This is an optimization exercise on Yosys and OpenROAD, whose aim is small area, not a production implementation.
Only simulation tests tie the RTL to the original design; equivalence was not proved.

job 101:
==> flow/design.v <==
module uniloader_jtag (
    input  wire        clk,
    input  wire        rst,
    input  wire        req_valid,
    input  wire [23:0] req_word,
    output wire        req_ready,
    output reg         rsp_valid,
    output wire        rsp_err,
    output wire [31:0] rsp_data,
    output reg  [3:0]  tap_state,
    output reg         tap_known,
    output reg         tck,
    output reg         tms,
    output reg         tdi,
    input  wire        tdo
);
    localparam S_RESET = 4'h0, S_IDLE  = 4'h1, S_SELDR = 4'h2, S_CAPDR = 4'h3,
               S_SHDR  = 4'h4, S_EX1DR = 4'h5, S_PADR  = 4'h6, S_EX2DR = 4'h7,
               S_UPDR  = 4'h8, S_SELIR = 4'h9, S_CAPIR = 4'hA, S_SHIR  = 4'hB,
               S_EX1IR = 4'hC, S_PAIR  = 4'hD, S_EX2IR = 4'hE, S_UPIR  = 4'hF;
    localparam OP_RESET = 4'h0, OP_SET = 4'h1, OP_BITS = 4'h2, OP_RUN = 4'h3,
               OP_SHIR = 4'h4, OP_SHDR = 4'h5, OP_TOGGLE = 4'h6,
               OP_GETID = 4'h8, OP_INIT = 4'h9, OP_SEND = 4'hA, OP_FINISH = 4'hB,
               OP_REFUSED = 4'hF;
    localparam M_END = 4'd0, M_RST5 = 4'd1, M_INSN = 4'd2, M_DR32 = 4'd3,
               M_DR95 = 4'd4, M_RUNK = 4'd5, M_USER = 4'd6, M_SET = 4'd7,
               M_TOGGLE = 4'd8, M_RUN = 4'd9, M_GHOST = 4'd10;
    reg        busy;
    reg [3:0]  op;
    reg        f0, f1;
    reg [2:0]  m;
    reg [1:0]  ph;
    reg        pdone;
    reg [4:0]  s;
    reg [3:0]  nr;
    reg [31:0] q;
    reg [1:0]  rsub;      
    reg        bor;       
    assign req_ready = !busy;
    assign rsp_err   = (op == OP_REFUSED);
    assign rsp_data  = q;
    wire [3:0] w_op  = req_word[23:20];
    wire [3:0] w_n   = req_word[11:8];
    wire       w_f0  = req_word[16];
    wire [3:0] w_tgt = req_word[3:0];
    wire n_bad   = (w_n == 4'd0) || (w_n > 4'd8);
    wire in_shdr = tap_known && (tap_state == S_SHDR);
    wire in_shir = tap_known && (tap_state == S_SHIR);
    reg  reachable;
    reg  w_match;
    reg  w_refuse;
    always @* begin
        case (w_tgt)
            S_RESET: reachable = (tap_state == S_RESET);
            S_EX2DR: reachable = (tap_state == S_EX2DR) || (tap_state == S_PADR);
            S_EX2IR: reachable = (tap_state == S_EX2IR) || (tap_state == S_PAIR);
            default: reachable = 1'b1;
        endcase
        case (w_op)
            OP_RESET, OP_GETID, OP_FINISH:
                           w_match = (req_word[19:0] == 20'd0);
            OP_SET:        w_match = (req_word[19:4] == 16'd0);
            OP_BITS:       w_match = (req_word[19:17] == 3'd0) && (req_word[15:12] == 4'd0);
            OP_RUN:        w_match = (req_word[19:16] == 4'd0);
            OP_SHIR,
            OP_SHDR:       w_match = (req_word[19:18] == 2'd0) && (req_word[15:12] == 4'd0);
            OP_INIT:       w_match = (req_word[19:17] == 3'd0) && (req_word[15:0] == 16'd0);
            OP_SEND:       w_match = (req_word[19:18] == 2'd0) && (req_word[15:8] == 8'd0);
            default:       w_match = 1'b0;
        endcase
        case (w_op)
            OP_SET:    w_refuse = !tap_known || !reachable;
            OP_BITS:   w_refuse = n_bad || !(in_shdr || in_shir);
            OP_RUN:    w_refuse = !(tap_known && (tap_state == S_IDLE));
            OP_SHIR:   w_refuse = n_bad || (w_f0 ? !tap_known : !in_shir);
            OP_SHDR:   w_refuse = n_bad || (w_f0 ? !tap_known : !in_shdr);
            OP_SEND:   w_refuse = w_f0 ? !tap_known : !in_shdr;
            OP_FINISH: w_refuse = !tap_known;
            default:   w_refuse = 1'b0;
        endcase
        if (!w_match)
            w_refuse = 1'b1;
    end
    wire w_toggle = (tap_state == w_tgt) && ((w_tgt == S_PADR) || (w_tgt == S_PAIR));
    wire [3:0] w_opi = w_refuse ? OP_REFUSED :
                       ((w_op == OP_SET) && w_toggle) ? OP_TOGGLE : w_op;
    reg [3:0] mk;
    always @* begin
        mk = M_END;
        case (op)
            OP_RESET:  if (m == 3'd0) mk = M_RST5;
            OP_SET:    if (m == 3'd0) mk = M_SET;
            OP_TOGGLE: if (m == 3'd0) mk = M_TOGGLE;
            OP_BITS, OP_SHIR, OP_SHDR, OP_SEND:
                       if (m == 3'd0) mk = M_USER;
            OP_RUN:    if (m == 3'd0) mk = M_RUN; else if (m == 3'd1) mk = M_GHOST;
            OP_GETID:  case (m)
                           3'd0: mk = M_RST5;
                           3'd1: mk = M_INSN;
                           3'd2: mk = M_DR32;
                           default: mk = M_END;
                       endcase
            OP_INIT:   case (m)
                           3'd0: mk = M_RST5;
                           3'd1: mk = M_INSN;
                           3'd2: mk = f0 ? M_INSN : M_END;
                           3'd3: mk = M_RUNK;
                           3'd4: mk = M_INSN;
                           3'd5: mk = M_DR95;
                           3'd6: mk = M_INSN;
                           default: mk = M_END;
                       endcase
            OP_FINISH: case (m)
                           3'd0: mk = M_INSN;
                           3'd1: mk = M_DR32;
                           3'd2: mk = M_RUNK;
                           3'd3: mk = M_GHOST;
                           default: mk = M_END;
                       endcase
            OP_REFUSED: if (m == 3'd0) mk = M_GHOST;
            default:   mk = M_END;
        endcase
    end
    reg        ld_en;
    reg [15:0] ld_val;
    always @* begin
        ld_en  = 1'b0;
        ld_val = 16'd0;
        case (mk)
            M_INSN: begin
                ld_en = 1'b1;
                if (op == OP_GETID)      ld_val = 16'h0009;       
                else if (op == OP_FINISH) ld_val = 16'h000C;      
                else if (m == 3'd1)      ld_val = 16'h000B;       
                else                     ld_val = 16'h0005;       
            end
            M_DR95: begin ld_en = 1'b1; ld_val = 16'd94; end
            M_RUNK: begin ld_en = 1'b1; ld_val = (op == OP_FINISH) ? 16'd100 : 16'd14000; end
            default: ;
        endcase
    end
    wire       x_ir = (op == OP_SHIR);
    reg        nav_en;
    reg [3:0]  nav_tgt;
    always @* begin
        nav_en  = 1'b0;
        nav_tgt = S_IDLE;
        if (ph == 2'd1) begin
            case (mk)
                M_INSN: begin nav_en = 1'b1; nav_tgt = S_SHIR; end
                M_DR32, M_DR95: begin nav_en = 1'b1; nav_tgt = S_SHDR; end
                M_USER: begin nav_en = (op != OP_BITS); nav_tgt = x_ir ? S_SHIR : S_SHDR; end
                M_SET:  begin nav_en = 1'b1; nav_tgt = q[3:0]; end
                default: ;
            endcase
        end else begin
            case (mk)
                M_INSN, M_DR32, M_DR95: nav_en = 1'b1;
                M_USER: nav_en = f1 && (op != OP_BITS);
                default: ;
            endcase
        end
    end
    wire       b_run  = (mk == M_DR95) || (mk == M_RUNK) || (mk == M_RUN);
    wire       b_ghost = (mk == M_SET) || (mk == M_GHOST);
    wire       b_tms1 = (mk == M_RST5) || (mk == M_TOGGLE);
    wire       b_tdi  = (mk == M_INSN) || (mk == M_DR32) || (mk == M_USER);
    wire       b_cap  = ((mk == M_DR32) && (op == OP_GETID)) ||
                        ((mk == M_USER) && (op != OP_SEND));
    wire       b_adv  = (op == OP_BITS) ? f0 : ((mk != M_USER) || f1);
    reg  [3:0] b_n;     
    always @* begin
        case (mk)
            M_RST5:   b_n = 4'd5;
            M_TOGGLE: b_n = 4'd1;
            M_INSN:   b_n = 4'd6;
            M_USER:   b_n = (op == OP_SEND) ? 4'd8 : nr;
            default:  b_n = 4'd0;
        endcase
    end
    wire [4:0] s_inc = s + 5'd1;
    wire       last  = (s_inc == {1'b0, b_n});
    wire tgt_ir = nav_tgt[3] & (nav_tgt != S_UPDR);
    reg  nav_tms;
    always @* begin
        case (tap_state)
            S_RESET:        nav_tms = 1'b0;
            S_SELDR:        nav_tms = tgt_ir;
            S_CAPDR, S_EX2DR: nav_tms = (nav_tgt != S_SHDR);
            S_EX1DR:        nav_tms = (nav_tgt != S_PADR);
            S_UPDR, S_UPIR: nav_tms = (nav_tgt != S_IDLE);
            S_SELIR:        nav_tms = 1'b0;
            S_CAPIR, S_EX2IR: nav_tms = (nav_tgt != S_SHIR);
            S_EX1IR:        nav_tms = (nav_tgt != S_PAIR);
            default:        nav_tms = 1'b1;    
        endcase
    end
    reg [3:0] std_next;
    always @* begin
        case (tap_state)
            S_RESET: std_next = tms ? S_RESET : S_IDLE;
            S_IDLE:  std_next = tms ? S_SELDR : S_IDLE;
            S_SELDR: std_next = tms ? S_SELIR : S_CAPDR;
            S_CAPDR: std_next = tms ? S_EX1DR : S_SHDR;
            S_SHDR:  std_next = tms ? S_EX1DR : S_SHDR;
            S_EX1DR: std_next = tms ? S_UPDR  : S_PADR;
            S_PADR:  std_next = tms ? S_EX2DR : S_PADR;
            S_EX2DR: std_next = tms ? S_UPDR  : S_SHDR;
            S_UPDR:  std_next = tms ? S_SELDR : S_IDLE;
            S_SELIR: std_next = tms ? S_RESET : S_CAPIR;
            S_CAPIR: std_next = tms ? S_EX1IR : S_SHIR;
            S_SHIR:  std_next = tms ? S_EX1IR : S_SHIR;
            S_EX1IR: std_next = tms ? S_UPIR  : S_PAIR;
            S_PAIR:  std_next = tms ? S_EX2IR : S_PAIR;
            S_EX2IR: std_next = tms ? S_UPIR  : S_SHIR;
            default: std_next = tms ? S_SELDR : S_IDLE;
        endcase
    end
    localparam R_ROT = 2'd0, R_PUL = 2'd1, R_FIN = 2'd2;
    wire in_h    = !s[4] && (s[3] || (s[2] && (s[1] || s[0])));    
    wire rot_din = q[0] ^ (in_h & bor);
    wire bor_nx  = (s == 5'd0) | (bor & !(in_h & q[0]));
    wire s_is_l  = (s == q[4:0]);
    always @(posedge clk) begin
        rsp_valid <= 1'b0;
        if (rst) begin
            busy      <= 1'b0;
            tck       <= 1'b1;
            tap_known <= 1'b0;
            tap_state <= S_RESET;
            pdone     <= 1'b0;
            s         <= 5'd0;
            rsub      <= R_ROT;
        end else if (!busy) begin
            if (req_valid) begin
                busy     <= 1'b1;
                op       <= w_opi;
                f0       <= req_word[16];
                f1       <= req_word[17];
                nr       <= w_n;
                q[15:0]  <= req_word[15:0];
                m        <= 3'd0;
                ph       <= 2'd0;
                if (!w_refuse && ((w_op == OP_RESET) || (w_op == OP_GETID) || (w_op == OP_INIT)))
                    tap_known <= 1'b1;
            end
        end else if (!tck) begin
            tck       <= 1'b1;
            tap_state <= std_next;
            if (ph == 2'd2) begin
                s <= s_inc;
                if (b_run) begin
                    if (s == 5'd31) rsub <= R_ROT;
                end else begin
                    q <= {tdo & b_cap, q[31:1]};
                    if (last) pdone <= 1'b1;
                end
            end
        end else if (mk == M_END) begin
            rsp_valid <= 1'b1;
            busy      <= 1'b0;
        end else begin
            case (ph)
                2'd0: begin
                    if (ld_en) q[15:0] <= ld_val;
                    ph <= 2'd1;
                end
                2'd2: begin
                    if (pdone) begin
                        if (s == 5'd0) begin
                            pdone <= 1'b0;
                            rsub  <= R_ROT;
                            ph    <= 2'd3;
                        end else begin
                            q <= {1'b0, q[31:1]};
                            s <= s_inc;
                        end
                    end else if (b_run) begin
                        case (rsub)
                            R_ROT: begin
                                q   <= {rot_din, q[31:1]};
                                s   <= s_inc;
                                bor <= bor_nx;
                                if (s == 5'd31) rsub <= bor ? R_FIN : R_PUL;
                            end
                            R_PUL: begin
                                tck <= 1'b0;
                                tms <= 1'b0;
                            end
                            default: begin
                                if (s_is_l) begin
                                    pdone <= 1'b1;
                                end else begin
                                    tck <= 1'b0;
                                    tms <= 1'b0;
                                end
                            end
                        endcase
                    end else if (b_ghost) begin
                        q <= {1'b0, q[31:1]};
                        s <= s_inc;
                        if (last) pdone <= 1'b1;
                    end else begin
                        tck <= 1'b0;
                        tms <= b_tms1 | (b_adv & last);
                        if (b_tdi) tdi <= q[0];
                    end
                end
                default: begin  
                    if (nav_en && (tap_state != nav_tgt)) begin
                        tck <= 1'b0;
                        tms <= nav_tms;
                    end else begin
                        ph <= ph + 2'd1;
                        if (ph == 2'd3) m <= m + 3'd1;
                    end
                end
            endcase
        end
    end
endmodule
clock: 8.0 ns
lec_check: 0
abc_area: 1
cap_margin: 20
core_margin: 2
core_utilization: 40
cts_buf_list: sky130_fd_sc_hd__clkbuf_4
cts_cluster_size: 20
place_density: 0.6
slew_margin: 20
run.sh (not shown) runs the stock make flow with config.mk's settings and CLKGATE_MAP_FILE= SYNTH_SCRIPT=/design/flow/synth_recipe.tcl, a recipe that flattens the netlist after the stock synthesis.
In summary, job 101 completed successfully, with a layout that passed the timing, design-rule and antenna checks.
--- input diff job 101..job 102 ---
-- flow/design.v --
<<< job 101, line 35
    reg [3:0]  nr;
    reg [31:0] q;
    reg [1:0]  rsub;      
    reg        bor;       
    assign req_ready = !busy;
    assign rsp_err   = (op == OP_REFUSED);
>>> job 102, line 35
    reg [3:0]  nr;
    reg [31:0] q;
    assign req_ready = !busy;
    assign rsp_err   = (op == OP_REFUSED);
<<< job 101, line 115
                           3'd1: mk = M_DR32;
                           3'd2: mk = M_RUNK;
                           3'd3: mk = M_GHOST;
                           default: mk = M_END;
                       endcase
>>> job 102, line 113
                           3'd1: mk = M_DR32;
                           3'd2: mk = M_RUNK;
                           default: mk = M_END;
                       endcase
<<< job 101, line 217
        endcase
    end
    localparam R_ROT = 2'd0, R_PUL = 2'd1, R_FIN = 2'd2;
    wire in_h    = !s[4] && (s[3] || (s[2] && (s[1] || s[0])));    
    wire rot_din = q[0] ^ (in_h & bor);
    wire bor_nx  = (s == 5'd0) | (bor & !(in_h & q[0]));
    wire s_is_l  = (s == q[4:0]);
    always @(posedge clk) begin
        rsp_valid <= 1'b0;
>>> job 102, line 214
        endcase
    end
    wire q_zero = (q[15:0] == 16'd0);
    always @(posedge clk) begin
        rsp_valid <= 1'b0;
<<< job 101, line 231
            pdone     <= 1'b0;
            s         <= 5'd0;
            rsub      <= R_ROT;
        end else if (!busy) begin
            if (req_valid) begin
>>> job 102, line 224
            pdone     <= 1'b0;
            s         <= 5'd0;
        end else if (!busy) begin
            if (req_valid) begin
<<< job 101, line 249
            tap_state <= std_next;
            if (ph == 2'd2) begin
                s <= s_inc;
                if (b_run) begin
                    if (s == 5'd31) rsub <= R_ROT;
                end else begin
                    q <= {tdo & b_cap, q[31:1]};
                    if (last) pdone <= 1'b1;
                end
>>> job 102, line 241
            tap_state <= std_next;
            if (ph == 2'd2) begin
                if (b_run) begin
                    q[15:0] <= q[15:0] - 16'd1;
                end else begin
                    q <= {tdo & b_cap, q[31:1]};
                    s <= s_inc;
                    if (last) pdone <= 1'b1;
                end
<<< job 101, line 267
                end
                2'd2: begin
                    if (pdone) begin
                        if (s == 5'd0) begin
                            pdone <= 1'b0;
                            rsub  <= R_ROT;
                            ph    <= 2'd3;
                        end else begin
                            q <= {1'b0, q[31:1]};
                            s <= s_inc;
                        end
                    end else if (b_run) begin
                        case (rsub)
                            R_ROT: begin
                                q   <= {rot_din, q[31:1]};
                                s   <= s_inc;
                                bor <= bor_nx;
                                if (s == 5'd31) rsub <= bor ? R_FIN : R_PUL;
                            end
                            R_PUL: begin
                                tck <= 1'b0;
                                tms <= 1'b0;
                            end
                            default: begin
                                if (s_is_l) begin
                                    pdone <= 1'b1;
                                end else begin
                                    tck <= 1'b0;
                                    tms <= 1'b0;
                                end
                            end
                        endcase
                    end else if (b_ghost) begin
                        q <= {1'b0, q[31:1]};
                        s <= s_inc;
                        if (last) pdone <= 1'b1;
                    end else begin
                        tck <= 1'b0;
                        tms <= b_tms1 | (b_adv & last);
                        if (b_tdi) tdi <= q[0];
                    end
                end
>>> job 102, line 259
                end
                2'd2: begin
                    if (b_run) begin
                        if (!q_zero) begin
                            tck <= 1'b0;
                            tms <= 1'b0;
                        end else begin
                            ph <= 2'd3;
                        end
                    end else if (!pdone && !b_ghost) begin
                        tck <= 1'b0;
                        tms <= b_tms1 | (b_adv & last);
                        if (b_tdi) tdi <= q[0];
                    end else if (pdone && (s == 5'd0)) begin
                        pdone <= 1'b0;
                        ph    <= 2'd3;
                    end else begin
                        q <= {1'b0, q[31:1]};
                        s <= s_inc;
                        if (last) pdone <= 1'b1;
                    end
                end
==> run summary <==
Job 102 finished end to end and its layout was clean on timing, DRC and antenna.
Job 101 → job 102: vertical die dimension increased about 1%; routed wire length increased 2.6%.
Diff job 101 -> job 102: area of the die increased 2.0%; fraction of standard cell area in multi-input logic now sits higher; share of cell area taken by flip-flops and latches now sits lower.
Compared with job 101, job 102 improves minimum period implied by the final worst setup slack.
Changes observed in job 102 relative to job 101: via count ~0 delta, depth of the critical timing path with buffers and inverters included shows an increase of 15, global router's overall resource usage flat, maximum frequency up 8.4%.

## afterwards: timing with drivers on the ports
No port has a modelled driver above. Below, the same layouts with a new extraction and two added sets of constraints.
Step 1, drivers: a clkbuf_16 drives clk and a buf_2 each remaining input, both assumed.
Step 2 moves the port delays by t, midway between the first and last clock arrival at a register: inputs arrive t later, outputs are due t later. That takes back most of the time a late clock gives input paths.
Three values: no drivers, after step 1, after step 2; two values: the first two.
| run | t (ns) | setup WS [ns] | hold slack, ns | worst setup path at the end | cell pins on the clock port's net |
|---|---|---|---|---|---|
| job 101 | 0.461 | 3.580 / 3.546 / 4.007 | 0.457 / 0.457 / 0.457 | register to output | 1 |
| job 102 | 0.463 | 3.923 / 3.923 / 3.818 | 0.456 / 0.456 / 0.456 | input to register | 1 |
After both steps setup and hold are still met in every run listed. The setup slack of job 102, which loses most, moves by 0.000 ns with the drivers and by -0.105 ns with both steps.
